This is an optimization exercise on Yosys and OpenROAD, whose aim is small area, a short achievable clock period and few clock cycles, not a production implementation.
At most, simulation tests tie the RTL to the original design; equivalence was not proved.
For run 1, only the layout was checked, not whether the RTL still works.

==> flow/design.v (outline; a module is shown in full before it is edited, if it fits) <==
// module als_div: 776 lines
// module als_codec: 134 lines
// module als_core: 1894 lines
module als_core (
    input  wire        clk,
    input  wire        rst,           
    input  wire        cmd_valid,
    input  wire [31:0] cmd_cw,
    input  wire [31:0] cmd_opd,
    output reg         busy,
    output reg         rsp_valid,
    output reg  [2:0]  rsp_status,
    output wire [31:0] rsp_result
);
  // ...
==> flow/run.sh <==
#!/bin/bash
# synth_recipe.tcl (not shown) runs the flow's synth.tcl, then flattens the netlist and writes it again
# the make line also repeats each setting of config.mk as NAME=value (left out here)
make -C /OpenROAD-flow-scripts/flow DESIGN_CONFIG=/design/flow/config.mk WORK_HOME=/design/flow/orfs CLKGATE_MAP_FILE= SYNTH_SCRIPT=/design/flow/synth_recipe.tcl finish
==> flow/config.mk <==
export PLATFORM = sky130hd
export DESIGN_NAME = als_core
export DESIGN_NICKNAME = als_core
export VERILOG_FILES = /design/flow/design.v
export SDC_FILE = /design/flow/constraint.sdc
export NUM_CORES = 4
export LEC_CHECK = 0
export ABC_AREA = 1
export CAP_MARGIN = 20
export CORE_MARGIN = 2
export CORE_UTILIZATION = 40
export SETUP_SLACK_MARGIN = 4.5
export SLEW_MARGIN = 20
==> flow/constraint.sdc <==
create_clock -name core_clock -period 10.0 [get_ports {clk}]
set_input_delay 2.0000 -clock core_clock [delete_from_list [all_inputs] [get_ports {clk}]]
set_output_delay 2.0000 -clock core_clock [all_outputs]
set_load 0.01 [all_outputs]
==> flow_summary.yaml, run 1 <==
synthesis:
  yosys-top-cells-count: "nand2_1 (1011), inv_1 (919), fa_1 (411), nor2_1 (382), o22ai_1 (342)"
  ys_seq_area_share_pct: 6.07
  yosys.area.top_type: "fa_1"
  synthesis.instances: 4885
  synth_top_family_by_area: "adder cells"
  yosysTopAreaCellShare_pct: 25.2
  yosys.area_share.simple_pct: 22.5
place:
  dpl_worst_slack_ns: 2.41
status:
  status: "no timing/DRC/antenna violations"
routing:
  drt_pre_antenna_iters: 8
  antenna_left: 0
finish:
  seq_share_pct: 4.95
  reg_top3: "acc x43, res_val x25, lux_l x17"
  finish.utilization_pct: 50.0
  area_delta_synth_final_pct: 23.4
  largest_reg_flops: 43
  n_all_inverters: 977
  final_cells: 6145
sta:
  finalHoldViolCount: 0
  finalMaxSlewViolations: 0
  setup_viol: 0
worst_setup_path:
  cp_max_fo: 20
  cpLargestDelayFamily: "adder cells"
  crit_path_start_kind: "register"
  crit_chain: "clkinvlp_4 > o22ai_2 > xor2_1 > fa_1 > fa_2 > inv_1 > fa_2 > fa_1 > inv_1 > fa_1 > ha_4 > nand2_2 > nor2_4 > nand2_1 > o211ai_1 > buf_4 > nand2_1 > nand2_2 > a21oi_1 > o21ai_1 > a21oi_1"
clock_tree:
  cts.sinks: 99
  h-tree-depth: 3
grt:
  grt-busiest-layer: "met2"
  grt_pass1_wl_mm: 216
  grt_usage_pct: 33.6
worst_hold_path:
  holdPathEnd: "res_b16"
  hold_class: "reg -> reg"
==> run 2, diff against run 1 <==
--- a/flow/design.v
+++ b/flow/design.v
@@ -1026,33 +1026,35 @@
     end
     wire [3:0] imm_sh = (op == 4'd3) ? (4'd15 - kshift) : kshift;
     reg  [24:0] res_val;
     reg         res_shift;
     reg         res_b16;
     reg  [3:0]  res_sh;
     reg         res_acc;     
     reg  signed [42:0] acc;
+    reg  [1:0]         pstep;
     wire [24:0] res_shifted = res_val >> res_sh;
     assign rsp_result = res_acc   ? {5'd0, acc[40:14]} :
                         res_shift ? {15'd0, res_shifted[16] & res_b16, res_shifted[15:0]} :
                                     {16'd0, res_val[15:0]};
-    reg  [1:0]         pstep;
-    reg  [16:0] lux_l;
-    wire [19:0] lbe = {2'b00, lux_l, 1'b0};
     reg  [8:0]  bone;
     reg  [8:0]  btwo;
     reg  [7:0]  bneg;
+    wire [19:0] lbe = {2'b00, lval, 1'b0};
+    reg  [8:0]  bone_n;
+    reg  [8:0]  btwo_n;
+    reg  [7:0]  bneg_n;
     integer i;
     always @(*) begin
         for (i = 0; i < 9; i = i + 1) begin
-            bone[i] = lbe[2*i+1] ^ lbe[2*i];
-            btwo[i] = (lbe[2*i+2] & ~lbe[2*i+1] & ~lbe[2*i]) |
-                      (~lbe[2*i+2] & lbe[2*i+1] & lbe[2*i]);
-            if (i < 8) bneg[i] = lbe[2*i+2] & ~(lbe[2*i+1] & lbe[2*i]);
+            bone_n[i] = lbe[2*i+1] ^ lbe[2*i];
+            btwo_n[i] = (lbe[2*i+2] & ~lbe[2*i+1] & ~lbe[2*i]) |
+                        (~lbe[2*i+2] & lbe[2*i+1] & lbe[2*i]);
+            if (i < 8) bneg_n[i] = lbe[2*i+2] & ~(lbe[2*i+1] & lbe[2*i]);
         end
     end
     wire [43:0] acc_x = {acc[42], acc};
     wire [43:0] acc_2 = {acc, 1'b0};
     wire [43:0] pq0 = ({44{bone[0]}} & acc_x | {44{btwo[0]}} & acc_2) ^ {44{bneg[0]}};
     wire [43:0] pp0 = {~pq0[43], pq0[42:0]};
     wire [43:0] pq1 = ({44{bone[1]}} & acc_x | {44{btwo[1]}} & acc_2) ^ {44{bneg[1]}};
     wire [43:0] pp1 = {~pq1[43], pq1[42:0]};
@@ -2769,29 +2771,33 @@
             busy       <= 1'b0;
             rsp_valid  <= 1'b0;
             rsp_status <= ST_OK;
             res_val    <= 25'd0;
             res_shift  <= 1'b0;
             res_b16    <= 1'b0;
             res_sh     <= 4'd0;
             res_acc    <= 1'b0;
-            lux_l      <= 17'd0;
+            bone       <= 9'd0;
+            btwo       <= 9'd0;
+            bneg       <= 8'd0;
             acc        <= 43'sd0;
             pstep      <= 2'd0;
         end else if (busy) begin
             pstep <= pstep + 2'd1;
             acc   <= acc_next;
             if (pstep == 2'd3) begin
                 busy      <= 1'b0;
                 rsp_valid <= 1'b1;
                 res_acc   <= 1'b1;
             end
         end else begin
-            lux_l <= lval;
+            bone  <= bone_n;
+            btwo  <= btwo_n;
+            bneg  <= bneg_n;
             pstep <= 2'd0;
             if (cmd_valid) begin
                 acc        <= D4;
                 busy       <= need_poly;
                 rsp_valid  <= ~need_poly;
                 rsp_status <= imm_status;
                 res_val    <= imm_value;
                 res_shift  <= imm_shift;
==> flow/config.mk (replaced) <==
export PLATFORM = sky130hd
export DESIGN_NAME = als_core
export DESIGN_NICKNAME = als_core
export VERILOG_FILES = /design/flow/design.v
export SDC_FILE = /design/flow/constraint.sdc
export NUM_CORES = 4
export LEC_CHECK = 0
export ABC_AREA = 1
export CAP_MARGIN = 20
export CORE_MARGIN = 2
export CORE_UTILIZATION = 40
export SETUP_SLACK_MARGIN = 4.25
export SLEW_MARGIN = 20
==> flow_summary.yaml, run 2 <==
synthesis:
  synth_ff_type: "dfxtp_1"
  synthesis.area_mm2: 0.0327
  ys_warn_count: 3
  yosysTopAreaCellShare_pct: 25.2
  synth_edf_count: 0
  ys_types: 63
  yosys.area.top_type: "fa_1"
  synth-async-reset-ratio_pct: 0
  yosysMostFrequentCell: "inv_1"
  yosys-top-cells-count: "inv_1 (889), nand2_1 (827), fa_1 (412), o22ai_1 (357), xor2_1 (317)"
  ys_seq_area_share_pct: 6.62
  ys_ff_latch: 108
  synthesis.instances: 4709
  avgSynthCellArea_um2: 6.94
  ys_top_cells_by_area: "fa_1 (25%), inv_1 (10%), nand2_1 (9.5%), xor2_1 (8.5%), ha_1 (7.9%)"
sta:
  finalHoldViolCount: 0
  timing.hold.ws_ns: 0.471
  rsz0062_at_grt: "true"
  worst_slack_ns: 4.18
  max_freq_mhz: 172
  fin_tns_setup_ns: 0
  period_minus_slack_ns: 5.82
  setup_viol: 0
  slew_headroom_pct: 42.1
  post-route-period-util_pct: 58.2
  worstMarginPinSlew_ns: 0.868
  skew_ns: 0.0313
  finalMaxSlewViolations: 0
finish:
  drive_gt1_share_pct: 17.5
  reg_top3: "acc x43, res_val x25"
  area_delta_synth_final_pct: 21.4
  antenna_cells: 0
  finish.utilization_pct: 49.2
  final_common_cell: "inv_1"
  final_cells: 5969
  fin_area_mm2: 0.0397
  largest_reg_flops: 43
  nets: 5589
  n_fill_cell: 8119
  layout_common_cells: "inv_1 (850), nand2_1 (725), fa_1 (394)"
  largest-register: "acc"
clock_tree:
  cts.sinks: 108
  holdBufCountCts: 0
  clkTransAtPathRegs_ns: 0.08
  insertion_delay_ns: 0.42
  cts_root_buffer: "clkbuf_16"
  clock_path_buffers: 2
  cts_made_buffers: 9
  cts_tree: "done"
  h-tree-depth: 3
die:
  io_pins: 104
  rows: 104
  start_util_pct: 40.5
  coreArea_mm2: 0.0807
  dieArea_mm2: 0.0840
  die_w_um: 290
  die_h_um: 290
worst_setup_path:
  crit_type: "in -> reg"
  reg2reg_depth: 23
  cp_max_fo: 5
  r2r_setup_slack_ns: 4.39
  critPathRequiredTime_ns: 10.28
  cp-end-kind: "register"
  r2r_start: "bone[0]"
  reg2reg_to: "acc[37]"
  cp.arrival_ns: 6.10
  crit_path_start_kind: "input port"
worst_hold_path:
  holdPathEnd: "acc[2]"
  hold_depth: 2
  hold_class: "reg -> reg"
  hp-start: "acc[2]"
routing:
  wirelength_mm: 137
  vias: 34200
  drt_pre_antenna_iters: 7
  drcViolationCount: 0
  avgViaCountPerCell: 5.72
  antenna_left: 0
  routedWlPerCell_um: 23.0
  drt_iter0_markers: 3156
grt:
  grt_pass1_wl_mm: 204
  grt_max_degree: 43
  overflow: 0
  grt_pass1_vias: 33300
  antenna_found_initial: 0
  grt_usage_pct: 31.5
place:
  globalplace.congestion: 1.01
  place_inst: 5756
  postPlaceCellArea_mm2: 0.0350
  io_buffers: 98
  dpl_worst_slack_ns: 2.41
  dpl.hpwl_mm: 101
status:
  status: "no timing/DRC/antenna violations"
run:
  maxCapViolCount: 0
[run 2: changes by cell type after synthesis, sizes merged, moves of 15 or more]
| cell | before | now |
|---|---|---|
| clkbuf | 154 | 139 |
| nor2 | 400 | 305 |
| a31oi | 10 | 25 |
| nand2 | 1012 | 840 |
| o22ai | 342 | 357 |
| nand4 | 58 | 40 |
| inv | 936 | 920 |
[run 2: repair_timing]
action,4_1_cts,5_1_grt
gates cloned,0,4
gates resized for setup,374,408
buffers inserted,101,92
pin swaps,92,159
setup endpoints to repair,87,97
[run 2: how the worst max path moves through the flow]
stage | depth (start not counted) | startpoint | endpoint
floorplan | 21 | cmd_opd[13] | res_val[19]
finish | 28 | cmd_opd[13] | bone[5]
detailed placement | 21 | cmd_opd[16] | res_val[19]
CTS | 19 | cmd_opd[13] | res_val[15]
global route | 28 | cmd_opd[13] | bone[5]
global placement | 21 | cmd_opd[16] | res_val[19]
[run 2: routing by layer]
metal | GRT usage (%) | up-vias | part of all wire (%) | routed length (um)
li1 | - | 15500 | - | -
met5 | 0 | - | 0 | 0
met2 | 51.2 | 1859 | 46 | 62600
met1 | 40.2 | 16300 | 40 | 55100
met4 | 18.2 | 0 | 6.5 | 8900
met3 | 4.14 | 420 | 7.9 | 10800
[run 2: layout make-up]
class / count / area (um^2) / share of cell area, %
Clock buffer: 9 / 225 / 0.568
Clock inverter: 7 / 80.1 / 0.202
Inverter: 968 / 3850 / 9.71
Multi-Input combinational cell: 3440 / 28300 / 71.3
Sequential cell: 108 / 2200 / 5.54
Tap cell: 1060 / 1330 / 3.34
Timing Repair Buffer: 376 / 3680 / 9.28
Timing Repair inverter: 1 / 5.00 / 0.0126
[run 2: kinds of logic (layout without fill, tap and decap cells)]
group	after synthesis	after routing	share of synthesized area, %
xor+xnor	333	333	8.95
compound gates	954	954	17.4
other cells	1	5	0.0115
simple gates	1516	1516	19.8
mux	14	14	0.433
flops	108	108	6.62
buf+inv	1165	1361	13.7
fa+ha+maj	618	618	33.1
[run 2: worst max-delay path, cell delays in order]
cell	delay, ns
buf_6	0.08
buf_12	0.11
clkinvlp_4	0.12
buf_12	0.16
fa_2	0.39
fa_1	0.55
inv_2	0.04
fa_1	0.54
ha_4	0.23
buf_6	0.12
nand2_4	0.08
inv_4	0.05
nand2_4	0.05
inv_2	0.03
nand2_2	0.05
nand2_2	0.09
nand2_2	0.08
nand4_1	0.23
buf_4	0.23
nand3_2	0.06
nand3_2	0.10
nor2_2	0.15
nand2_1	0.07
nand2_2	0.08
inv_2	0.05
ha_4	0.21
nand2_2	0.05
o21ai_0	0.07
Testbench counts of run 2, summed over its fixed seeds: cycles 8,288.
==> run 3, diff against run 2 <==
--- a/flow/config.mk
+++ b/flow/config.mk
@@ -9,5 +9,5 @@
 export CAP_MARGIN = 20
 export CORE_MARGIN = 2
 export CORE_UTILIZATION = 40
-export SETUP_SLACK_MARGIN = 4.25
+export SETUP_SLACK_MARGIN = 4.5
 export SLEW_MARGIN = 20
==> flow_summary.yaml, run 3 <==
worst_setup_path:
  max_stage_delay_ns: 0.55
  crit_type: "in -> reg"
  crit_top_cell: "nand2_4"
  reg2reg_to: "acc[37]"
  crit_end: "bone[6]"
  cp.arrival_ns: 5.86
  slowest_stage: "fa_2"
  reg2reg_depth: 24
  r2r_setup_slack_ns: 4.50
  critPathRequiredTime_ns: 10.27
  cp_max_fo: 7
  r2r_start: "btwo[2]"
  cp-startpoint: "cmd_opd[13]"
  crit_path_start_kind: "input port"
  cp-end-kind: "register"
sta:
  post-route-period-util_pct: 55.8
  rsz0062_at_grt: "true"
  max_freq_mhz: 179
  finalHoldViolCount: 0
  skew_ns: 0.0274
  worstMarginPinSlew_ns: 0.965
  setup_viol: 0
  slew_headroom_pct: 35.6
  worst_slack_ns: 4.42
  finalMaxSlewViolations: 0
  timing.hold.ws_ns: 0.466
  period_minus_slack_ns: 5.58
  fin_tns_setup_ns: 0
clock_tree:
  cts_root_buffer: "clkbuf_16"
  cts_tree: "done"
  clock_path_buffers: 2
  h-tree-depth: 3
  clkTransAtPathRegs_ns: 0.08
  insertion_delay_ns: 0.42
  cts_made_buffers: 9
  cts.sinks: 108
  holdBufCountCts: 0
die:
  start_util_pct: 40.5
  die_w_um: 290
  rows: 104
  coreArea_mm2: 0.0807
  io_pins: 104
  dieArea_mm2: 0.0840
  die_h_um: 290
synthesis:
  ys_warn_count: 3
  ys_ff_latch: 108
  yosys.area.top_type: "fa_1"
  synth_ff_type: "dfxtp_1"
  yosys-top-cells-count: "inv_1 (889), nand2_1 (827), fa_1 (412), o22ai_1 (357), xor2_1 (317)"
  yosysMostFrequentCell: "inv_1"
  synth-async-reset-ratio_pct: 0
  synthesis.area_mm2: 0.0327
  synthesis.instances: 4709
  yosysTopAreaCellShare_pct: 25.2
  ys_seq_area_share_pct: 6.62
  avgSynthCellArea_um2: 6.94
  ys_top_cells_by_area: "fa_1 (25%), inv_1 (10%), nand2_1 (9.5%), xor2_1 (8.5%), ha_1 (7.9%)"
  ys_types: 63
  synth_edf_count: 0
routing:
  routedWlPerCell_um: 23.7
  vias: 35000
  drt_pre_antenna_iters: 6
  drcViolationCount: 0
  antenna_left: 0
  met2_length_mm: 65.0
  wl_met3_mm: 12.5
  highest_layer: "met5"
  avgViaCountPerCell: 5.77
  drt_iter0_markers: 3740
  wl_met1_mm: 55.3
  wirelength_mm: 144
finish:
  seq_area_mm2: 0.00222
  n_fill_cell: 7813
  multiInputGateArea_mm2: 0.0298
  largest_reg_flops: 43
  layout_common_cells: "inv_1 (812), nand2_1 (652), fa_1 (362)"
  largest-register: "acc"
  final_common_cell: "inv_1"
  finish.utilization_pct: 52.5
  area_delta_synth_final_pct: 29.6
  drive_gt1_share_pct: 25.3
  reg_top3: "acc x43, res_val x25"
  nets: 5687
place:
  io_buffers: 98
  dpl.hpwl_mm: 102
  globalplace.congestion: 0.996
  dpl_worst_slack_ns: 2.61
run:
  maxCapViolCount: 0
worst_hold_path:
  hold_depth: 2
  hold_class: "reg -> reg"
grt:
  grt_pass1_wl_mm: 210
  overflow: 0
  grt_pass1_vias: 34400
  antenna_found_initial: 1
  grt_max_degree: 43
  grt_usage_pct: 32.3
status:
  status: "no timing/DRC/antenna violations"
-- run 3: cell counts after synthesis --
No cell type changed its count.
-- run 3: worst min-delay path by stage --
stage,from,endpoint
2_1_floorplan,btwo[1],btwo[1]
3_3_place_gp,acc[3],acc[3]
3_5_place_dp,btwo[5],btwo[5]
4_1_cts,btwo[5],btwo[5]
5_1_grt,acc[29],acc[29]
6_report,btwo[5],btwo[5]
-- run 3: kinds of logic (layout without fill, tap and decap cells) --
kind of cell	Yosys count	in the layout	share of synthesized area (%)
flops	108	108	6.62
buf+inv	1165	1459	13.7
fa+ha+maj	618	618	33.1
xor+xnor	333	333	8.95
compound gates	954	954	17.4
other cells	1	7	0.0115
mux	14	14	0.433
simple gates	1516	1516	19.8
-- run 3: through the flow --
step / cell area, um^2 / std cells
finish: 42400 / 6069
global route: 42400 / 6067
CTS: 38400 / 5921
detailed placement: 35000 / 5744
global placement: 35000 / 5744
floorplan: 33000 / 4713
-- run 3: repair_timing --
action	in CTS	in global routing
buffers inserted	161	131
gates cloned	0	15
gates resized for setup	531	713
pin swaps	164	275
setup endpoints to repair	93	89
-- run 3: area by class of cell --
type	count	share of cell area, %
repair inverters	1	0.0207
clock inverters	6	0.136
flip-flops and latches	108	5.23
inverters	968	9.30
diodes	2	0.0118
clock buffers	10	0.564
repair buffers	474	11.2
well taps	1060	3.13
multi-input cells	3440	70.4
-- run 3: worst max-delay path: cells and delay by family --
kind,cells,cell delay [ns]
compound gates,3,0.37
fa+ha+maj,5,1.85
buf+inv,6,0.58
simple gates,11,1.05
-- run 3: layer usage --
metal  GRT usage, %  vias to the layer above
met3           4.97                      533
met2           52.2                     1935
met1           40.7                    16800
met5              0                        -
met4           20.0                        2
li1               -                    15700
==> run 4, diff against run 3 <==
--- a/flow/config.mk
+++ b/flow/config.mk
@@ -8,6 +8,6 @@
 export ABC_AREA = 1
 export CAP_MARGIN = 20
 export CORE_MARGIN = 2
-export CORE_UTILIZATION = 40
-export SETUP_SLACK_MARGIN = 4.5
+export CORE_UTILIZATION = 65
+export SETUP_SLACK_MARGIN = 4.0
 export SLEW_MARGIN = 20
==> flow_summary.yaml, run 4 <==
finish:
  antenna_cells: 0
  drive_gt1_share_pct: 13.8
  final_cells: 5518
  nets: 5526
  final_common_cell: "inv_1"
  layout_common_cells: "inv_1 (866), nand2_1 (754), fa_1 (401)"
  multiInputGateArea_mm2: 0.0277
  area_delta_synth_final_pct: 15.5
  reg_top3: "acc x43, res_val x25"
  n_fill_cell: 3802
  largest-register: "acc"
  largest_reg_flops: 43
  seq_area_mm2: 0.00218
worst_setup_path:
  crit_path_start_kind: "input port"
  cp_num_buf_inv: 7
  cpLargestDelayFamily: "adder cells"
  cp-end-kind: "register"
  slowest_stage: "clkdlybuf4s50_1"
  crit_top_cell: "nand2_1"
  cp.arrival_ns: 6.32
  critPathRequiredTime_ns: 10.30
  max_stage_delay_ns: 0.52
  crit_type: "in -> reg"
  cp_max_fo: 7
  crit_chain: "clkdlybuf4s50_1 > buf_8 > clkinvlp_4 > buf_6 > fa_1 > inv_1 > fa_1 > inv_2 > fa_1 > ha_4 > nand2_1 > nor2_2 > nand4_1 > o211ai_1 > buf_4 > nand2_1 > a31oi_2 > nand2_1 > nand2_2 > nand2_1 > nand2_1 > nand2_1 > nand3b_1 > nand2_1"
clock_tree:
  cts_made_buffers: 9
  cts_root_buffer: "clkbuf_16"
  cts_tree: "done"
  cts.sinks: 108
  insertion_delay_ns: 0.41
  clkTransAtPathRegs_ns: 0.09
  h-tree-depth: 3
  holdBufCountCts: 0
  clock_path_buffers: 2
die:
  start_util_pct: 65.5
  coreArea_mm2: 0.0499
  rows: 82
  die_w_um: 228
  io_pins: 104
  dieArea_mm2: 0.0521
  die_h_um: 228
synthesis:
  synth_edf_count: 0
  ys_seq_area_share_pct: 6.62
  yosysMostFrequentCell: "inv_1"
  ys_warn_count: 3
  synth_ff_type: "dfxtp_1"
  ys_ff_latch: 108
  yosysTopAreaCellShare_pct: 25.2
  synthesis.instances: 4709
  synthesis.area_mm2: 0.0327
  yosys-top-cells-count: "inv_1 (889), nand2_1 (827), fa_1 (412), o22ai_1 (357), xor2_1 (317)"
  avgSynthCellArea_um2: 6.94
  yosys.area.top_type: "fa_1"
  ys_types: 63
  synth-async-reset-ratio_pct: 0
  ys_top_cells_by_area: "fa_1 (25%), inv_1 (10%), nand2_1 (9.5%), xor2_1 (8.5%), ha_1 (7.9%)"
place:
  place_inst: 5354
  io_buffers: 98
  globalplace.congestion: 1.08
  dpl_worst_slack_ns: 2.72
  dpl.hpwl_mm: 96.4
run:
  maxCapViolCount: 0
sta:
  max_freq_mhz: 166
  slew_headroom_pct: 28.2
  period_minus_slack_ns: 6.02
  worst_slack_ns: 3.98
  skew_ns: 0.0196
  setup_viol: 0
  finalHoldViolCount: 0
  finalMaxSlewViolations: 0
  post-route-period-util_pct: 60.2
  rsz0062_at_grt: "true"
  worstMarginPinSlew_ns: 1.07
  fin_tns_setup_ns: 0
grt:
  grt_usage_pct: 50.0
  overflow: 0
  grt_max_degree: 43
  grt_pass1_vias: 35800
  antenna_found_initial: 1
  grt_pass1_wl_mm: 201
routing:
  antenna_left: 0
  avgViaCountPerCell: 6.60
  wirelength_mm: 139
  drcViolationCount: 0
  drt_pre_antenna_iters: 11
  routedWlPerCell_um: 25.1
  vias: 36400
  drt_iter0_markers: 5782
status:
  status: "no timing/DRC/antenna violations"
worst_hold_path:
  hold_class: "reg -> reg"
[run 4: cell counts after synthesis]
No cell type changed its count.
[run 4: worst paths after layout]
check / to / slack, ns / startpoint / depth (start not counted)
worst max-delay path: res_val[19] / 3.98 / cmd_opd[2] / 24
worst min-delay path: acc[4] / 0.47 / acc[4] / 2
worst max register to register: acc[38] / 4.00 / btwo[0] / 25
worst min register to register: acc[4] / 0.47 / acc[4] / 2
[run 4: final cells by class]
type	instances	area share, %
Clock buffer	9	0.597
Clock inverter	7	0.192
Inverter	968	9.99
Multi-Input combinational cell	3440	73.3
Sequential cell	108	5.77
Tap cell	672	2.23
Timing Repair Buffer	312	7.89
Timing Repair inverter	2	0.0398
[run 4: stage by stage]
stage	utilization (%)	instance area, um^2	hold slack, ns
5_1_grt	75.7	37800	0.494
3_5_place_dp	68.6	34200	0.457
6_report	75.7	37800	0.471
4_1_cts	72.1	36000	0.471
3_3_place_gp	68.6	34200	0.452
2_1_floorplan	-	32700	0.441
[run 4: kinds of logic (layout without fill, tap and decap cells)]
family | after synthesis | after routing | share of synthesized area (%)
adders and majority gates | 618 | 618 | 33.1
DFF | 108 | 108 | 6.62
AOI/OAI and AO/OA | 954 | 954 | 17.4
xor gates and xnor gates | 333 | 333 | 8.95
and+or+nand+nor | 1516 | 1516 | 19.8
muxes | 14 | 14 | 0.433
buffers and inverters | 1165 | 1298 | 13.7
other | 1 | 5 | 0.0115
[run 4: what timing repair did]
item | 4_1_cts | 5_1_grt
pin swaps | 43 | 90
gates resized for setup | 251 | 293
setup endpoints to repair | 85 | 84
cloned | 2 | 4
endpoints found under the hold margin | 0 | 0
buffers inserted | 61 | 81
[run 4: routing by layer]
layer | track usage, % | routed length (um)
met5 | 1.01 | 9
met4 | 45.9 | 17300
met3 | 15.2 | 18100
met2 | 78.3 | 60000
met1 | 54.5 | 43300
[run 4: tightest hold or removal path, stage by stage (launching register included)]
cell	delay, ns
dfxtp_1	0.32
nand2_1	0.06
a21oi_1	0.05
==> run 5, diff against run 4 <==
--- a/flow/config.mk
+++ b/flow/config.mk
@@ -8,6 +8,6 @@
 export ABC_AREA = 1
 export CAP_MARGIN = 20
 export CORE_MARGIN = 2
-export CORE_UTILIZATION = 65
+export CORE_UTILIZATION = 55
 export SETUP_SLACK_MARGIN = 4.0
 export SLEW_MARGIN = 20
==> flow_summary.yaml, run 5 <==
status:
  status: "no timing/DRC/antenna violations"
place:
  globalplace.congestion: 1.10
  dpl.hpwl_mm: 99.8
  io_buffers: 98
clock_tree:
  h-tree-depth: 3
  cts_root_buffer: "clkbuf_16"
  cts_made_buffers: 9
  cts.sinks: 108
  holdBufCountCts: 0
  cts_tree: "done"
  insertion_delay_ns: 0.40
  clock_path_buffers: 2
  clkTransAtPathRegs_ns: 0.09
run:
  maxCapViolCount: 0
finish:
  reg_top3: "acc x43, res_val x25"
  antenna_cells: 0
  largest-register: "acc"
  finish.utilization_pct: 63.2
  final_common_cell: "inv_1"
  layout_common_cells: "inv_1 (867), nand2_1 (765), fa_1 (402)"
  drive_gt1_share_pct: 12.2
  largest_reg_flops: 43
  area_delta_synth_final_pct: 14.0
  nets: 5489
  n_fill_cell: 5558
routing:
  antenna_left: 0
  drt_pre_antenna_iters: 7
  vias: 34300
  wirelength_mm: 135
  avgViaCountPerCell: 6.15
  drcViolationCount: 0
  routedWlPerCell_um: 24.2
  drt_iter0_markers: 3778
synthesis:
  yosysTopAreaCellShare_pct: 25.2
  synthMuxAreaShare_pct: 0.433
  synth_ff_type: "dfxtp_1"
  yosysMostFrequentCell: "inv_1"
  synth_edf_count: 0
  synth_top_family_by_area: "adder cells"
  yosys.area.top_type: "fa_1"
  yosys-top-cells-count: "inv_1 (889), nand2_1 (827), fa_1 (412), o22ai_1 (357), xor2_1 (317)"
  ys_warn_count: 3
  synthAdderAreaFrac_pct: 33.1
  ys_ff_latch: 108
  ys_types: 63
  synth-async-reset-ratio_pct: 0
  synth-compound-area-share_pct: 17.4
  ys_top_cells_by_area: "fa_1 (25%), inv_1 (10%), nand2_1 (9.5%), xor2_1 (8.5%), ha_1 (7.9%)"
  yosys.area_share.xor_xnor_pct: 8.95
  avgSynthCellArea_um2: 6.94
  yosys.area_share.simple_pct: 19.8
  ys_seq_area_share_pct: 6.62
  synthesis.area_mm2: 0.0327
  synthesis.instances: 4709
grt:
  antenna_found_initial: 3
  grt_max_degree: 44
  grt_usage_pct: 43.4
  overflow: 0
  grt_pass1_wl_mm: 200
  grt_pass1_vias: 33300
worst_setup_path:
  crit_path_start_kind: "register"
  cp_max_fo: 12
  reg2reg_depth: 22
  r2r_start: "btwo[0]"
  cp.arrival_ns: 6.27
  r2r_setup_slack_ns: 4.01
  cp-end-kind: "register"
  critPathRequiredTime_ns: 10.28
  reg2reg_to: "acc[18]"
  crit_type: "reg -> reg"
die:
  coreArea_mm2: 0.0589
  dieArea_mm2: 0.0614
  die_w_um: 248
  die_h_um: 248
  rows: 89
  io_pins: 104
  start_util_pct: 55.5
worst_hold_path:
  holdPathEnd: "acc[9]"
  hp-start: "acc[9]"
  hold_depth: 2
  hold_class: "reg -> reg"
sta:
  max_freq_mhz: 167
  skew_ns: 0.0182
  post-route-period-util_pct: 59.9
  finalMaxSlewViolations: 0
  timing.hold.ws_ns: 0.469
  worstMarginPinSlew_ns: 1.04
  setup_viol: 0
  rsz0062_at_grt: "true"
  slew_headroom_pct: 30.8
  fin_tns_setup_ns: 0
  finalHoldViolCount: 0
  period_minus_slack_ns: 5.99
-- run 5: cell counts after synthesis --
No cell type changed its count.
-- run 5: repair_timing --
item / 4_1_cts / 5_1_grt
pin swaps: 41 / 55
cloned: 2 / 1
endpoints found under the setup margin: 84 / 79
buffers inserted: 47 / 56
resized for setup: 239 / 232
-- run 5: worst max-delay path, stage by stage, from the launching register on --
cell and delay (ns):
dfxtp_4 0.41, clkinvlp_4 0.16, buf_4 0.22, o22ai_1 0.21, xor2_1 0.14, fa_1 0.56
inv_1 0.05, fa_1 0.47, fa_1 0.40, fa_1 0.51, inv_1 0.05, fa_1 0.50
ha_2 0.36, a21oi_1 0.25, o21ai_0 0.16, a21oi_1 0.32, nand2_1 0.15, a21oi_2 0.28
o21ai_0 0.21, a21oi_1 0.16, o21ai_0 0.12, o211ai_1 0.11, inv_1 0.06
-- run 5: logic make-up after synthesis --
kind of cell / after synthesis
AND/OR/NAND/NOR: 1516
AO/OA/AOI/OAI: 954
flip-flops: 108
XOR/XNOR: 333
buffers and inverters: 1165
multiplexers: 14
adder cells (fa/ha/maj): 618
other: 1
-- run 5: metal layers --
metal	share of wire [%]	GRT usage [%]	routed length (um)
met1	35	49.1	47500
met2	46	70.6	61600
met3	10	10.5	13700
met4	9.2	33.6	12400
met5	0.014	0	19
-- run 5: cell type report --
cell class                      instances  area, um^2  area share (%)
Inverter                              968        3780            10.2
Clock inverter                          7        67.6           0.181
Tap cell                              773         967            2.60
Clock buffer                            9         225           0.605
Timing Repair Buffer                  275        2610            7.02
Multi-Input combinational cell       3440       27400            73.5
Sequential cell                       108        2180            5.85
Timing Repair inverter                  2        15.0          0.0403
-- run 5: metrics by stage --
step / worst slack, ns / std cells / cell area (um^2)
after global placement: 2.63 / 5460 / 34400
after CTS: 3.97 / 5525 / 36000
final: 4.01 / 5582 / 37200
after global routing: 3.94 / 5582 / 37200
after detailed placement: 2.65 / 5460 / 34400
after floorplan: 3.94 / 4713 / 32700
-- run 5: worst max-delay path by stage --
stage / to / startpoint / cells after the start
floorplan: res_val[19] / cmd_opd[13] / 21
global placement: bone[7] / cmd_opd[8] / 23
detailed placement: bone[7] / cmd_opd[7] / 23
CTS: res_val[19] / cmd_opd[16] / 21
global route: acc[39] / pstep[0] / 25
finish: acc[18] / btwo[0] / 22
==> run 6, diff against run 5 <==
--- a/flow/config.mk
+++ b/flow/config.mk
@@ -5,9 +5,8 @@
 export SDC_FILE = /design/flow/constraint.sdc
 export NUM_CORES = 4
 export LEC_CHECK = 0
-export ABC_AREA = 1
 export CAP_MARGIN = 20
 export CORE_MARGIN = 2
-export CORE_UTILIZATION = 55
+export CORE_UTILIZATION = 40
 export SETUP_SLACK_MARGIN = 4.0
 export SLEW_MARGIN = 20
==> flow_summary.yaml, run 6 <==
run:
  maxCapViolCount: 0
place:
  io_buffers: 98
  globalplace.congestion: 0.933
  dpl_worst_slack_ns: 1.60
  dpl.hpwl_mm: 77.5
sta:
  slew_headroom_pct: 33.1
  finalMaxSlewViolations: 0
  max_freq_mhz: 152
  worstMarginPinSlew_ns: 1.00
  finalHoldViolCount: 0
  worst_slack_ns: 3.42
  period_minus_slack_ns: 6.58
  fin_tns_setup_ns: 0
  rsz0062_at_grt: "true"
  setup_viol: 0
  post-route-period-util_pct: 65.8
  skew_ns: 0.0191
routing:
  routedWlPerCell_um: 23.9
  drcViolationCount: 0
  drt_iter0_markers: 2490
  antenna_left: 0
  vias: 28300
  avgViaCountPerCell: 6.00
  drt_pre_antenna_iters: 6
  wirelength_mm: 113
worst_setup_path:
  r2r_start: "acc[20]"
  crit_type: "in -> reg"
  cp_max_fo: 4
  r2r_setup_slack_ns: 3.59
  crit_chain: "buf_6 > buf_8 > clkinvlp_4 > buf_12 > fa_2 > fa_2 > inv_2 > fa_2 > ha_4 > a21o_1 > a21o_4 > nor4_4 > nor4_4 > o21a_4 > or3_4 > a311oi_2 > o221ai_2 > o32ai_4 > inv_2 > ha_4 > or3_1 > a21oi_1"
  reg2reg_to: "acc[37]"
  crit_top_cell: "fa_2"
  max_stage_delay_ns: 0.58
  cpLargestDelayFamily: "adder cells"
  cp-end-kind: "register"
  slowest_stage: "fa_2"
  cp.arrival_ns: 6.93
  crit_path_start_kind: "input port"
  reg2reg_depth: 25
  critPathRequiredTime_ns: 10.35
  cp_num_buf_inv: 6
synthesis:
  ys_types: 92
  avgSynthCellArea_um2: 8.40
  ys_warn_count: 3
  synth-async-reset-ratio_pct: 0
  ys_top_cells_by_area: "fa_1 (27%), a22oi_1 (8.7%), ha_1 (8.5%), dfxtp_1 (7.2%), inv_1 (6.2%)"
  yosysMostFrequentCell: "inv_1"
  yosys-top-cells-count: "inv_1 (501), fa_1 (412), a22oi_1 (350), clkbuf_1 (256), ha_1 (206)"
  synth_edf_count: 0
  ys_seq_area_share_pct: 7.16
  yosys.area.top_type: "fa_1"
  synthesis.area_mm2: 0.0302
  ys_ff_latch: 108
  synth_ff_type: "dfxtp_1"
  synthesis.instances: 3592
  yosysTopAreaCellShare_pct: 27.3
clock_tree:
  clkTransAtPathRegs_ns: 0.10
  cts_made_buffers: 9
  cts_root_buffer: "clkbuf_16"
  h-tree-depth: 3
  cts.sinks: 108
  insertion_delay_ns: 0.42
  cts_tree: "done"
  clock_path_buffers: 2
grt:
  grt_max_degree: 46
  overflow: 0
  grt_pass1_vias: 28200
  grt_usage_pct: 28.3
  antenna_found_initial: 2
  grt_pass1_wl_mm: 171
finish:
  final_common_cell: "inv_1"
  layout_common_cells: "inv_1 (465), fa_1 (379), a22oi_1 (328)"
  antenna_cells: 0
  n_fill_cell: 6891
  largest-register: "acc"
  reg_top3: "acc x43, res_val x25"
  largest_reg_flops: 43
  area_delta_synth_final_pct: 24.5
  nets: 4430
  drive_gt1_share_pct: 21.3
status:
  status: "no timing/DRC/antenna violations"
worst_hold_path:
  hp-start: "res_sh[1]"
  hold_class: "reg -> reg"
  hold_depth: 2
  holdPathEnd: "res_sh[1]"
die:
  rows: 100
  io_pins: 104
  coreArea_mm2: 0.0746
  die_h_um: 279
  dieArea_mm2: 0.0777
  die_w_um: 279
  start_util_pct: 40.5
-- run 6: cell types whose count changed after synthesis, moves of 100 or more --
cell | previous run | this run
a22oi_1 | 6 | 350
clkbuf_1 | 139 | 256
inv_1 | 889 | 501
nand2_1 | 827 | 147
nand3_1 | 231 | 57
nor2_1 | 283 | 144
o21ai_0 | 226 | 126
o22ai_1 | 357 | 14
xnor2_1 | 15 | 198
xor2_1 | 317 | 191
-- run 6: worst max-delay path by stage --
stage          cells after the start      end  slack, ns         from
2_1_floorplan                     23  bneg[6]       3.15   cmd_opd[5]
3_3_place_gp                      20  bneg[6]       1.68   cmd_opd[1]
3_5_place_dp                      20  bneg[6]       1.60   cmd_opd[1]
4_1_cts                           23  bneg[6]       3.49  cmd_opd[13]
5_1_grt                           22  bneg[6]       3.27  cmd_opd[13]
6_report                          22  bneg[6]       3.42  cmd_opd[13]
-- run 6: worst reg2reg max path: stages, from the launching register on --
cell	delay, ns
dfxtp_4	0.36
buf_12	0.14
clkbuf_4	0.20
a22oi_1	0.25
xor2_1	0.23
fa_1	0.44
inv_1	0.07
ha_1	0.17
inv_1	0.06
fa_1	0.47
inv_1	0.05
fa_1	0.45
fa_2	0.58
ha_4	0.22
a21oi_2	0.16
and2_1	0.16
nand3_2	0.14
and3_4	0.24
o2111a_2	0.34
buf_6	0.15
o31a_1	0.29
or2_4	0.30
a32o_2	0.31
or3_4	0.37
nand3_2	0.09
a21oi_2	0.06
-- run 6: cell families after synthesis --
family	share of synthesized area [%]
DFF	7.16
muxes	2.95
buffers and inverters	10.3
adders and majority gates	35.9
other	0.0124
and+or+nand+nor	10.6
xor gates and xnor gates	11.3
AOI/OAI and AO/OA	21.9
-- run 6: repair_timing --
action,CTS,global route
endpoints found under the setup margin,85,79
gates resized for setup,403,266
setup buffers,177,58
hold buffers,0,0
pin swaps,113,166
gates cloned,7,2
-- run 6: through the flow --
stage                     hold WS (ns)  area, um^2  cells  util [%]
after global routing             0.492       37600   4719      50.4
after CTS                        0.466       35900   4659      48.1
after global placement           0.439       32400   4458      43.4
after detailed placement         0.452       32400   4459      43.4
after floorplan                  0.416       30700   3596         -
final                            0.465       37600   4719      50.4
-- run 6: cell type report --
class / instances / area (um^2) / share of cell area [%]
Multi-Input combinational cell: 2674 / 27200 / 72.3
Timing Repair Buffer: 447 / 4640 / 12.4
Sequential cell: 108 / 2270 / 6.04
Inverter: 505 / 1960 / 5.22
Tap cell: 969 / 1210 / 3.23
Clock buffer: 9 / 225 / 0.599
Clock inverter: 7 / 83.8 / 0.223
-- run 6: per-layer routing --
layer  global-route usage, %  part of all wire (%)
met1                    36.6                    40
met2                    46.6                    47
met3                    4.67                   8.2
met4                    12.3                   4.9
met5                       0                 0.012
==> run 7, diff against run 6 <==
--- a/flow/config.mk
+++ b/flow/config.mk
@@ -5,6 +5,7 @@
 export SDC_FILE = /design/flow/constraint.sdc
 export NUM_CORES = 4
 export LEC_CHECK = 0
+export ABC_AREA = 1
 export CAP_MARGIN = 20
 export CORE_MARGIN = 2
 export CORE_UTILIZATION = 40
==> flow_summary.yaml, run 7 <==
synthesis:
  yosysMostFrequentCell: "inv_1"
  synthMuxAreaShare_pct: 0.433
  synthesis.area_mm2: 0.0327
  synthAdderAreaFrac_pct: 33.1
  synth-compound-area-share_pct: 17.4
  ys_top_cells_by_area: "fa_1 (25%), inv_1 (10%), nand2_1 (9.5%), xor2_1 (8.5%), ha_1 (7.9%)"
  ys_warn_count: 3
  synth_edf_count: 0
  ys_ff_latch: 108
  synth-async-reset-ratio_pct: 0
  yosys.area.top_type: "fa_1"
  synth_top_family_by_area: "adder cells"
  synthesis.instances: 4709
  yosys-top-cells-count: "inv_1 (889), nand2_1 (827), fa_1 (412), o22ai_1 (357), xor2_1 (317)"
  yosys.area_share.simple_pct: 19.8
  yosysTopAreaCellShare_pct: 25.2
  avgSynthCellArea_um2: 6.94
  ys_types: 63
  synth_ff_type: "dfxtp_1"
  ys_seq_area_share_pct: 6.62
  yosys.area_share.xor_xnor_pct: 8.95
clock_tree:
  insertion_delay_ns: 0.43
  h-tree-depth: 3
  clkTransAtPathRegs_ns: 0.08
  clock_path_buffers: 2
  holdBufCountCts: 0
  cts_tree: "done"
  cts.sinks: 108
  cts_made_buffers: 9
  cts_root_buffer: "clkbuf_16"
die:
  dieArea_mm2: 0.0840
  die_h_um: 290
  start_util_pct: 40.5
  coreArea_mm2: 0.0807
  io_pins: 104
  rows: 104
  die_w_um: 290
place:
  postPlaceCellArea_mm2: 0.0347
  io_buffers: 98
  globalplace.congestion: 0.976
  dpl.hpwl_mm: 99.9
  dpl_worst_slack_ns: 2.64
routing:
  drt_iter0_markers: 3146
  drt_pre_antenna_iters: 8
  wirelength_mm: 134
  drcViolationCount: 0
  avgViaCountPerCell: 5.73
  routedWlPerCell_um: 22.8
  vias: 33600
  antenna_left: 0
run:
  maxCapViolCount: 0
worst_setup_path:
  critPathRequiredTime_ns: 10.30
  crit_type: "in -> reg"
  r2r_start: "acc[27]"
  cp-startpoint: "cmd_opd[8]"
  cp_max_fo: 8
  crit_path_start_kind: "input port"
  cp.arrival_ns: 6.13
  cp-end-kind: "register"
finish:
  n_fill_cell: 8426
  largest-register: "acc"
  drive_gt1_share_pct: 10.6
  nets: 5487
  area_delta_synth_final_pct: 13.9
  reg_top3: "acc x43, res_val x25"
  largest_reg_flops: 43
  layout_common_cells: "inv_1 (876), nand2_1 (786), fa_1 (407)"
  final_common_cell: "inv_1"
  fin_area_mm2: 0.0372
status:
  status: "no timing/DRC/antenna violations"
sta:
  slew_headroom_pct: 26.5
  setup_viol: 0
  worstMarginPinSlew_ns: 1.10
  finalMaxSlewViolations: 0
  finalHoldViolCount: 0
  post-route-period-util_pct: 58.3
  worst_slack_ns: 4.17
  period_minus_slack_ns: 5.83
  max_freq_mhz: 172
  rsz0062_at_grt: "true"
  fin_tns_setup_ns: 0
  timing.hold.ws_ns: 0.468
  skew_ns: 0.0376
worst_hold_path:
  hp-start: "btwo[5]"
  hold_class: "reg -> reg"
grt:
  grt_usage_pct: 31.2
  grt_pass1_vias: 33100
  overflow: 0
  grt_max_degree: 43
  grt_pass1_wl_mm: 202
  antenna_found_initial: 0
-- run 7: final timing paths --
| kind | slack, ns | to | cells after the start |
|---|---|---|---|
| worst min-delay path | 0.47 | btwo[5] | 2 |
| worst max register to register | 4.20 | acc[39] | 24 |
| worst min register to register | 0.47 | btwo[5] | 2 |
| worst max-delay path | 4.17 | res_val[18] | 21 |
-- run 7: final cells by class --
class	instances	area [um^2]	share of cell area [%]
Clock inverter	6	47.5	0.128
Sequential cell	108	2180	5.85
Tap cell	1060	1330	3.56
Clock buffer	9	225	0.605
Antenna cell	1	2.50	0.00672
Multi-Input combinational cell	3440	27000	72.5
Inverter	968	3760	10.1
Timing Repair Buffer	275	2690	7.23
-- run 7: worst max-delay path, stage by stage --
cell and delay (ns):
clkdlybuf4s50_1 0.43, buf_8 0.13, buf_6 0.16, fa_1 0.55, ha_1 0.16, inv_1 0.05
fa_1 0.53, fa_2 0.48, ha_4 0.34, nand2_1 0.08, nor2_1 0.10, inv_1 0.07
nor3_2 0.21, nand3_1 0.13, nand3_2 0.12, nand2_1 0.09, nand2_1 0.09, xnor2_1 0.12
nor2_1 0.06, o21ai_0 0.15, nand2_1 0.06
-- run 7: timing repair --
action,CTS,global route
endpoints found under the setup margin,85,78
pin swaps,39,57
buffers inserted,63,38
gates resized for setup,218,177
-- run 7: cell families after synthesis --
family / count (synthesis)
compound gates: 954
xor+xnor: 333
fa+ha+maj: 618
buf+inv: 1165
flops: 108
mux: 14
other cells: 1
simple gates: 1516
-- run 7: routing by layer --
layer  vias to the layer above  GRT usage [%]  wire (um)
li1                      15300              -          -
met1                     16100           40.5      54600
met2                      1805           49.6      59100
met3                       380           4.83      11000
met4                         0           17.5       9030
met5                         -              0          0
-- run 7: stage by stage --
stage | cells | util (%)
final | 5867 | 46.1
after CTS | 5828 | 45.1
after floorplan | 4713 | -
after global routing | 5866 | 46.1
after global placement | 5750 | 43.1
after detailed placement | 5750 | 43.1
==> run 8, diff against run 7 <==
==> flow/flow/run.sh (new file) <==
#!/bin/bash
# The standard layout, with the port buffers made of buf_4 cells instead
# of the default clkdlybuf4s50_1 delay cells. Everything else (synthesis,
# floorplan, power grid, placement, CTS, routing) is standard.sh unchanged.
set -euo pipefail
export BUFFER_PORTS_ARGS="-buffer_cell sky130_fd_sc_hd__buf_4"
bash standard.sh > standard_make.log 2>&1
==> flow/standard.sh (new file) <==
#!/bin/bash
# synth_recipe.tcl (not shown) runs the flow's synth.tcl, then flattens the netlist and writes it again
# the make line also repeats each setting of config.mk as NAME=value (left out here)
make -C /OpenROAD-flow-scripts/flow DESIGN_CONFIG=/design/flow/config.mk WORK_HOME=/design/flow/orfs CLKGATE_MAP_FILE= SYNTH_SCRIPT=/design/flow/synth_recipe.tcl "${@:-finish}"
--- a/flow/config.mk
+++ b/flow/config.mk
@@ -9,5 +9,5 @@
 export CAP_MARGIN = 20
 export CORE_MARGIN = 2
 export CORE_UTILIZATION = 40
-export SETUP_SLACK_MARGIN = 4.0
+export SETUP_SLACK_MARGIN = 4.5
 export SLEW_MARGIN = 20
removed: flow/run.sh
==> flow_summary.yaml, run 8 <==
finish:
  layout_common_cells: "inv_1 (845), nand2_1 (693), fa_1 (389)"
  area_delta_synth_final_pct: 21.1
  finish.utilization_pct: 49.1
  largest-register: "acc"
  largest_reg_flops: 43
  n_fill_cell: 8087
  drive_gt1_share_pct: 20.5
  final_common_cell: "inv_1"
  antenna_cells: 0
  fin_area_mm2: 0.0396
  reg_top3: "acc x43, res_val x25"
  nets: 5510
clock_tree:
  cts_made_buffers: 9
  clkTransAtPathRegs_ns: 0.09
  clock_path_buffers: 2
  h-tree-depth: 3
  cts.sinks: 108
  cts_root_buffer: "clkbuf_16"
  cts_tree: "done"
  holdBufCountCts: 0
  insertion_delay_ns: 0.42
sta:
  finalHoldViolCount: 0
  finalMaxSlewViolations: 0
  worst_slack_ns: 4.36
  post-route-period-util_pct: 56.4
  worstMarginPinSlew_ns: 1.07
  fin_tns_setup_ns: 0
  period_minus_slack_ns: 5.64
  max_freq_mhz: 177
  slew_headroom_pct: 28.5
  skew_ns: 0.0216
  rsz0062_at_grt: "true"
  setup_viol: 0
synthesis:
  synth_ff_type: "dfxtp_1"
  yosysMostFrequentCell: "inv_1"
  yosys.area.top_type: "fa_1"
  avgSynthCellArea_um2: 6.94
  synthesis.instances: 4709
  synthesis.area_mm2: 0.0327
  yosys-top-cells-count: "inv_1 (889), nand2_1 (827), fa_1 (412), o22ai_1 (357), xor2_1 (317)"
  ys_seq_area_share_pct: 6.62
  ys_warn_count: 3
  yosysTopAreaCellShare_pct: 25.2
  ys_types: 63
  ys_ff_latch: 108
  ys_top_cells_by_area: "fa_1 (25%), inv_1 (10%), nand2_1 (9.5%), xor2_1 (8.5%), ha_1 (7.9%)"
  synth_edf_count: 0
  synth-async-reset-ratio_pct: 0
worst_setup_path:
  slowest_stage: "fa_1"
  cp.arrival_ns: 6.00
  cp_num_buf_inv: 7
  cpLargestDelayFamily: "adder cells"
  crit_path_start_kind: "input port"
  crit_top_cell: "nand2_1"
  max_stage_delay_ns: 0.53
  cp_max_fo: 7
  crit_type: "in -> reg"
  critPathRequiredTime_ns: 10.35
  crit_chain: "buf_16 > clkinvlp_4 > buf_12 > buf_8 > ha_4 > inv_6 > fa_2 > fa_1 > fa_1 > ha_4 > nand2_4 > nor2_4 > nand4_1 > o211ai_1 > buf_4 > buf_4 > nand4_1 > nand2_2 > nor2_1 > nor2_1 > nand2_1 > nand2_1 > nand2_1 > nand2_1"
  cp-end-kind: "register"
die:
  rows: 104
  start_util_pct: 40.5
  die_h_um: 290
  coreArea_mm2: 0.0807
  dieArea_mm2: 0.0840
  io_pins: 104
  die_w_um: 290
grt:
  grt_usage_pct: 32.1
  grt_pass1_vias: 33900
  antenna_found_initial: 0
  grt_max_degree: 44
  overflow: 0
  grt_pass1_wl_mm: 208
place:
  globalplace.congestion: 0.989
  dpl.hpwl_mm: 103
  postPlaceCellArea_mm2: 0.0347
  dpl_worst_slack_ns: 2.91
  io_buffers: 98
routing:
  antenna_left: 0
  drt_iter0_markers: 3186
  vias: 34000
  avgViaCountPerCell: 5.76
  routedWlPerCell_um: 23.6
  drt_pre_antenna_iters: 5
  wirelength_mm: 139
  drcViolationCount: 0
status:
  status: "no timing/DRC/antenna violations"
run:
  maxCapViolCount: 0
worst_hold_path:
  hold_class: "reg -> reg"
[run 8: changes by cell type in the layout (fill, tap and decap cells not counted), sizes merged, moves of 2 or more]
cell	change
buf	+117
clkdlybuf4s15	-2
clkdlybuf4s50	-83
clkinv	+10
clkinvlp	+6
dlymetal6s2s	-9
inv	-15
[run 8: stage by stage]
| stage | instances | hold WS (ns) |
|---|---|---|
| after detailed placement | 5727 | 0.458 |
| final | 5890 | 0.472 |
| after CTS | 5809 | 0.472 |
| after floorplan | 4713 | 0.441 |
| after global routing | 5890 | 0.492 |
| after global placement | 5727 | 0.451 |
[run 8: cell type report]
class | count | area, um^2 | area share [%]
well taps | 1060 | 1330 | 3.35
flip-flops and latches | 108 | 2200 | 5.56
clock buffers | 9 | 225 | 0.569
inverters | 968 | 3920 | 9.91
repair buffers | 298 | 2860 | 7.23
multi-input cells | 3440 | 28900 | 73.1
clock inverters | 7 | 96.3 | 0.243
[run 8: worst paths after layout]
path	slack (ns)	end	startpoint	cells after the start
max	4.36	res_val[21]	cmd_opd[13]	24
min	0.47	btwo[1]	btwo[1]	2
max reg2reg	4.37	acc[39]	btwo[2]	22
min reg2reg	0.47	btwo[1]	btwo[1]	2
[run 8: tightest hold or removal path: cells and delay by family (launching register included)]
| kind | cells | cell delay [ns] |
|---|---|---|
| flip-flops | 1 | 0.33 |
| AND/OR/NAND/NOR | 2 | 0.10 |
[run 8: per-layer routing]
metal | global-route usage (%) | wire (um) | vias to the layer above
met3 | 5.10 | 11100 | 443
li1 | - | - | 15400
met5 | 0 | 0 | -
met4 | 19.9 | 9910 | 0
met2 | 52.2 | 63600 | 1802
met1 | 40.0 | 54600 | 16300
[run 8: cell families after synthesis]
family	share of synthesized area, %
simple gates	19.8
xor+xnor	8.95
flops	6.62
buf+inv	13.7
compound gates	17.4
fa+ha+maj	33.1
mux	0.433
other cells	0.0115
[run 8: timing repair]
action / in CTS / in global routing
endpoints found under the setup margin: 90 / 94
pin swaps: 82 / 178
gates resized for setup: 393 / 464
cloned: 2 / 1
buffers inserted: 64 / 80
==> run 9, diff against run 8 <==
--- a/flow/config.mk
+++ b/flow/config.mk
@@ -9,5 +9,5 @@
 export CAP_MARGIN = 20
 export CORE_MARGIN = 2
 export CORE_UTILIZATION = 40
-export SETUP_SLACK_MARGIN = 4.5
+export SETUP_SLACK_MARGIN = 4.0
 export SLEW_MARGIN = 20
==> flow_summary.yaml, run 9 <==
sta:
  fin_tns_setup_ns: 0
  finalHoldViolCount: 0
  post-route-period-util_pct: 59.7
  slew_headroom_pct: 31.8
  finalMaxSlewViolations: 0
  skew_ns: 0.0186
  max_freq_mhz: 168
  period_minus_slack_ns: 5.97
  setup_viol: 0
  worstMarginPinSlew_ns: 1.02
  rsz0062_at_grt: "true"
synthesis:
  ys_ff_latch: 108
  synthMuxAreaShare_pct: 0.433
  synth-async-reset-ratio_pct: 0
  ys_seq_area_share_pct: 6.62
  avgSynthCellArea_um2: 6.94
  synth_top_family_by_area: "adder cells"
  ys_types: 63
  synth_edf_count: 0
  yosysTopAreaCellShare_pct: 25.2
  yosys.area_share.xor_xnor_pct: 8.95
  ys_top_cells_by_area: "fa_1 (25%), inv_1 (10%), nand2_1 (9.5%), xor2_1 (8.5%), ha_1 (7.9%)"
  synthesis.area_mm2: 0.0327
  synthesis.instances: 4709
  ys_warn_count: 3
  synthAdderAreaFrac_pct: 33.1
  yosys.area_share.simple_pct: 19.8
  yosys-top-cells-count: "inv_1 (889), nand2_1 (827), fa_1 (412), o22ai_1 (357), xor2_1 (317)"
  synth-compound-area-share_pct: 17.4
  yosysMostFrequentCell: "inv_1"
  yosys.area.top_type: "fa_1"
  synth_ff_type: "dfxtp_1"
worst_setup_path:
  critPathRequiredTime_ns: 10.29
  cp_max_fo: 17
  crit_type: "in -> reg"
  cpLargestDelayFamily: "adder cells"
  crit_chain: "buf_12 > inv_1 > buf_4 > fa_1 > fa_1 > fa_1 > fa_1 > ha_2 > nand2_1 > nor2_1 > inv_1 > nor3_4 > nand3_1 > nand3_2 > nand2_1 > nand2_1 > xnor2_1 > nor2_1 > o21ai_1 > nand2_1"
  cp.arrival_ns: 6.25
  max_stage_delay_ns: 0.55
  slowest_stage: "fa_1"
  cp-end-kind: "register"
  crit_path_start_kind: "input port"
  cp_num_buf_inv: 4
routing:
  highest_layer: "met4"
  drcViolationCount: 0
  avgViaCountPerCell: 5.70
  routedWlPerCell_um: 22.6
  antenna_left: 0
  vias: 32900
  wirelength_mm: 131
  wl_met3_mm: 11.3
  drt_pre_antenna_iters: 6
  wl_met1_mm: 53.5
  drt_iter0_markers: 3447
  met2_length_mm: 58.8
worst_hold_path:
  hold_class: "reg -> reg"
die:
  start_util_pct: 40.5
  coreArea_mm2: 0.0807
  rows: 104
  io_pins: 104
  dieArea_mm2: 0.0840
  die_w_um: 290
  die_h_um: 290
finish:
  n_fill_cell: 8579
  layout_common_cells: "inv_1 (882), nand2_1 (815), fa_1 (411)"
  finish.utilization_pct: 44.0
  reg_top3: "acc x43, res_val x25"
  area_delta_synth_final_pct: 8.58
  largest_reg_flops: 43
  drive_gt1_share_pct: 9.00
  nets: 5391
  final_common_cell: "inv_1"
  largest-register: "acc"
  antenna_cells: 0
grt:
  antenna_found_initial: 0
  overflow: 0
  grt_max_degree: 43
  grt_pass1_vias: 32400
  grt_pass1_wl_mm: 199
  grt_usage_pct: 30.5
clock_tree:
  clkTransAtPathRegs_ns: 0.08
  cts_made_buffers: 9
  h-tree-depth: 3
  cts_root_buffer: "clkbuf_16"
  insertion_delay_ns: 0.41
  clock_path_buffers: 2
  cts_tree: "done"
  holdBufCountCts: 0
  cts.sinks: 108
status:
  status: "no timing/DRC/antenna violations"
place:
  globalplace.congestion: 1.00
  io_buffers: 98
  dpl.hpwl_mm: 99.5
run:
  maxCapViolCount: 0
==> run 9: cell counts after synthesis <==
Identical to the previous run, type by type.
==> run 9: area by class of cell <==
| class | instances | area (um^2) | share of cell area (%) |
|---|---|---|---|
| Sequential cell | 108 | 2170 | 6.12 |
| Multi-Input combinational cell | 3440 | 26500 | 74.6 |
| Timing Repair Buffer | 179 | 1490 | 4.20 |
| Clock buffer | 9 | 225 | 0.635 |
| Clock inverter | 7 | 65.1 | 0.183 |
| Inverter | 968 | 3730 | 10.5 |
| Tap cell | 1060 | 1330 | 3.74 |
==> run 9: routing by layer <==
layer,track usage (%),vias to the layer above
li1,-,15100
met1,39.7,15700
met2,49.3,1784
met3,4.90,347
met4,15.0,0
met5,0,-
==> run 9: worst paths after layout <==
check / start / to / slack (ns) / cells after the start
hold / removal: acc[9] / acc[9] / 0.47 / 2
setup reg to reg: btwo[0] / acc[39] / 4.17 / 23
setup / recovery: cmd_opd[10] / res_val[18] / 4.03 / 20
hold reg to reg: acc[9] / acc[9] / 0.47 / 2
==> run 9: cell families (layout without fill, tap and decap cells) <==
kind of cell,after synthesis,count (layout)
AOI/OAI and AO/OA,954,954
xor gates and xnor gates,333,333
adders and majority gates,618,618
buffers and inverters,1165,1163
DFF,108,108
muxes,14,14
other,1,5
and+or+nand+nor,1516,1516
==> run 9: stage by stage <==
step / setup WS [ns] / hold WS (ns) / instances / area, um^2
6_report: 4.03 / 0.467 / 5771 / 35500
3_3_place_gp: 2.60 / 0.452 / 5730 / 34400
4_1_cts: 3.89 / 0.470 / 5761 / 34900
3_5_place_dp: 2.65 / 0.456 / 5730 / 34400
5_1_grt: 3.94 / 0.493 / 5771 / 35500
2_1_floorplan: 3.94 / 0.441 / 4713 / 32700
==> run 9: what timing repair did <==
item	4_1_cts	5_1_grt
cloned	0	0
setup endpoints to repair	75	65
buffers inserted	15	10
gates resized for setup	54	145
pin swaps	2	11
==> run 9: worst min-delay path, delay by kind of cell, from the launching register on <==
kind	cells	cell delay (ns)
DFF	1	0.31
AOI/OAI and AO/OA	1	0.06
and+or+nand+nor	1	0.06
==> run 10, diff against run 9 <==
==> flow/flow/run.sh (replaced) <==
#!/bin/bash
# The standard layout, with two changes: Yosys does not map adders to
# full-adder cells (ADDER_MAP_FILE empty, so ABC maps that logic with the
# rest), and the port buffers are buf_4 cells instead of the default
# clkdlybuf4s50_1 delay cells. Synthesis script, floorplan, power grid,
# placement, CTS and routing are standard.sh unchanged.
set -euo pipefail
export BUFFER_PORTS_ARGS="-buffer_cell sky130_fd_sc_hd__buf_4"
export ADDER_MAP_FILE=
bash standard.sh > standard_make.log 2>&1
--- a/flow/config.mk
+++ b/flow/config.mk
@@ -9,5 +9,5 @@
 export CAP_MARGIN = 20
 export CORE_MARGIN = 2
 export CORE_UTILIZATION = 40
-export SETUP_SLACK_MARGIN = 4.0
+export SETUP_SLACK_MARGIN = 5.0
 export SLEW_MARGIN = 20
==> flow_summary.yaml, run 10 <==
clock_tree:
  cts_made_buffers: 9
  holdBufCountCts: 0
  cts.sinks: 108
  clkTransAtPathRegs_ns: 0.09
  cts_tree: "done"
  cts_root_buffer: "clkbuf_16"
routing:
  wirelength_mm: 194
  drt_iter0_markers: 6927
  vias: 57500
  drcViolationCount: 0
  avgViaCountPerCell: 5.72
synthesis:
  ys_top_cells_by_area: "nand2_1 (36%), nand3_1 (11%), inv_1 (8.6%), nor2_1 (5.8%), dfxtp_1 (5.3%)"
  ys_ff_latch: 108
  yosysTopAreaCellShare_pct: 35.6
  synthesis.area_mm2: 0.0410
  yosysMostFrequentCell: "nand2_1"
  avgSynthCellArea_um2: 4.75
  synth-async-reset-ratio_pct: 0
die:
  die_w_um: 324
  rows: 117
  io_pins: 104
  start_util_pct: 40.3
place:
  dpl.hpwl_mm: 142
  globalplace.congestion: 1.08
  io_buffers: 98
sta:
  post-route-period-util_pct: 50.6
  worstMarginPinSlew_ns: 1.10
  finalMaxSlewViolations: 0
finish:
  largest-register: "acc"
  final_common_cell: "nand2_1"
  finish.utilization_pct: 46.4
  nets: 8755
  layout_common_cells: "nand2_1 (3758), inv_1 (910), nand3_1 (902)"
  drive_gt1_share_pct: 13.7
run:
  maxCapViolCount: 0
grt:
  use_met1_pct: 44.7
  use_met3_pct: 10.3
  overflow: 0
  grt_pass1_wl_mm: 284
worst_setup_path:
  cp.arrival_ns: 5.35
  cp-end-kind: "register"
  crit_path_start_kind: "input port"
status:
  status: "no timing/DRC/antenna violations"
## run 10: cell types whose count changed after synthesis, moves of 112 or more
cell | before | now
xor2_1 | 317 | 205
o22ai_1 | 357 | 92
nand3_1 | 231 | 938
ha_1 | 206 | 0
fa_1 | 412 | 0
nand2_1 | 827 | 3894
nor2_1 | 283 | 631
## run 10: kinds of logic after synthesis
| kind of cell | share of synthesized area, % |
|---|---|
| and+or+nand+nor | 58.9 |
| muxes | 0.244 |
| buffers and inverters | 14.0 |
| DFF | 5.27 |
| xor gates and xnor gates | 5.59 |
| other | 0.00914 |
| adders and majority gates | 0.0732 |
| AOI/OAI and AO/OA | 15.9 |
## run 10: what timing repair did
item | CTS | global route
pin swaps | 38 | 134
endpoints found under the setup margin | 93 | 104
gates resized for setup | 304 | 594
buffers inserted | 66 | 102
cloned | 2 | 4
## run 10: metal layers
metal	wire [um]	share of wire (%)	vias up
met5	48	0.025	-
met4	13500	7.0	6
met3	26900	14	914
met2	77500	40	3587
met1	75800	39	25500
li1	-	-	27500
## run 10: area by class of cell
class | instances | area [um^2]
Clock buffer | 10 | 239
Timing Repair Buffer | 344 | 3270
Clock inverter | 6 | 62.6
Tap cell | 1368 | 1710
Sequential cell | 108 | 2230
Multi-Input combinational cell | 7182 | 35600
Antenna cell | 1 | 2.50
Inverter | 1041 | 4110
Fill cell | 11100 | 54500
Timing Repair inverter | 2 | 15.0
## run 10: worst paths after layout
| check | startpoint | end | slack [ns] | cells past startpoint |
|---|---|---|---|---|
| setup / recovery | cmd_opd[5] | bneg[7] | 4.94 | 21 |
| hold / removal | bone[0] | bone[0] | 0.47 | 2 |
| setup reg to reg | bneg[1] | acc[33] | 5.15 | 28 |
| hold reg to reg | bone[0] | bone[0] | 0.47 | 2 |
## run 10: worst max-delay path, cell delays in order
cell and delay (ns):
buf_16 0.10, clkinvlp_4 0.26, a21boi_4 0.36, xor2_4 0.26, buf_12 0.15, xor2_4 0.19
nand3_4 0.15, nand2_8 0.14, o21ai_4 0.07, a21oi_2 0.19, o21ai_2 0.09, nand2_2 0.11
nand4_1 0.13, or2_4 0.33, nand2_8 0.11, nand2_4 0.06, a31oi_4 0.20, inv_2 0.07
or2_1 0.22, nand3_1 0.08, o21ai_1 0.06
## run 10: metrics by stage
stage               hold WS (ns)  setup slack, ns  instances  instance area, um^2
floorplan                  0.446             5.07       8642                41000
global placement           0.434             3.76       9871                42200
detailed placement         0.431             3.54       9871                42200
CTS                        0.453             4.87       9955                44100
global route               0.492             4.81      10100                47200
finish                     0.468             4.94      10100                47200

==> re-timing with driven ports <==
How much do the figures lean on ideal ports? The routed layouts below were timed once more, with nothing changed but the port constraints.
Step 1 (the two cells are an assumption about what drives the block):
set clk [get_ports {clk}]
set_driving_cell -lib_cell sky130_fd_sc_hd__clkbuf_16 $clk
set_driving_cell -lib_cell sky130_fd_sc_hd__buf_2 [delete_from_list [all_inputs] $clk]
Step 2 times the ports against the registers' clock, not the clock port: input delays grow and output delays shrink by t, the midpoint of the rising clock arrivals with the driver on.
a / b / c = no drivers / after step 1 / after step 2; a / b = the first two.
run	shift t [ns]	slack for setup (ns)	hold slack, ns	worst setup path after step 2
run 1	0.467	4.374 / 4.374 / 4.029	0.463 / 0.463 / 0.463	input to register
run 2	0.460	4.177 / 4.177 / 3.718	0.471 / 0.471 / 0.471	input to register
run 3	0.457	4.418 / 4.433 / 3.976	0.466 / 0.466 / 0.466	input to register
run 4	0.466	3.976 / 3.999 / 3.547	0.471 / 0.471 / 0.471	input to register
run 5	0.443	4.012 / 4.012 / 3.754	0.469 / 0.469 / 0.469	input to register
run 6	0.465	3.417 / 3.436 / 2.971	0.465 / 0.465 / 0.465	input to register
run 7	0.470	4.175 / 4.199 / 3.745	0.468 / 0.468 / 0.468	input to register
run 8	0.470	4.356 / 4.314 / 3.844	0.472 / 0.472 / 0.472	input to register
run 9	0.465	4.035 / 4.033 / 3.568	0.467 / 0.467 / 0.467	input to register
run 10	0.469	4.943 / 4.884 / 4.415	0.468 / 0.468 / 0.468	input to register
After both steps every run listed still meets setup and hold. For run 10, which loses most, drivers alone change the setup slack by -0.059 ns; drivers and shift together by -0.528 ns.
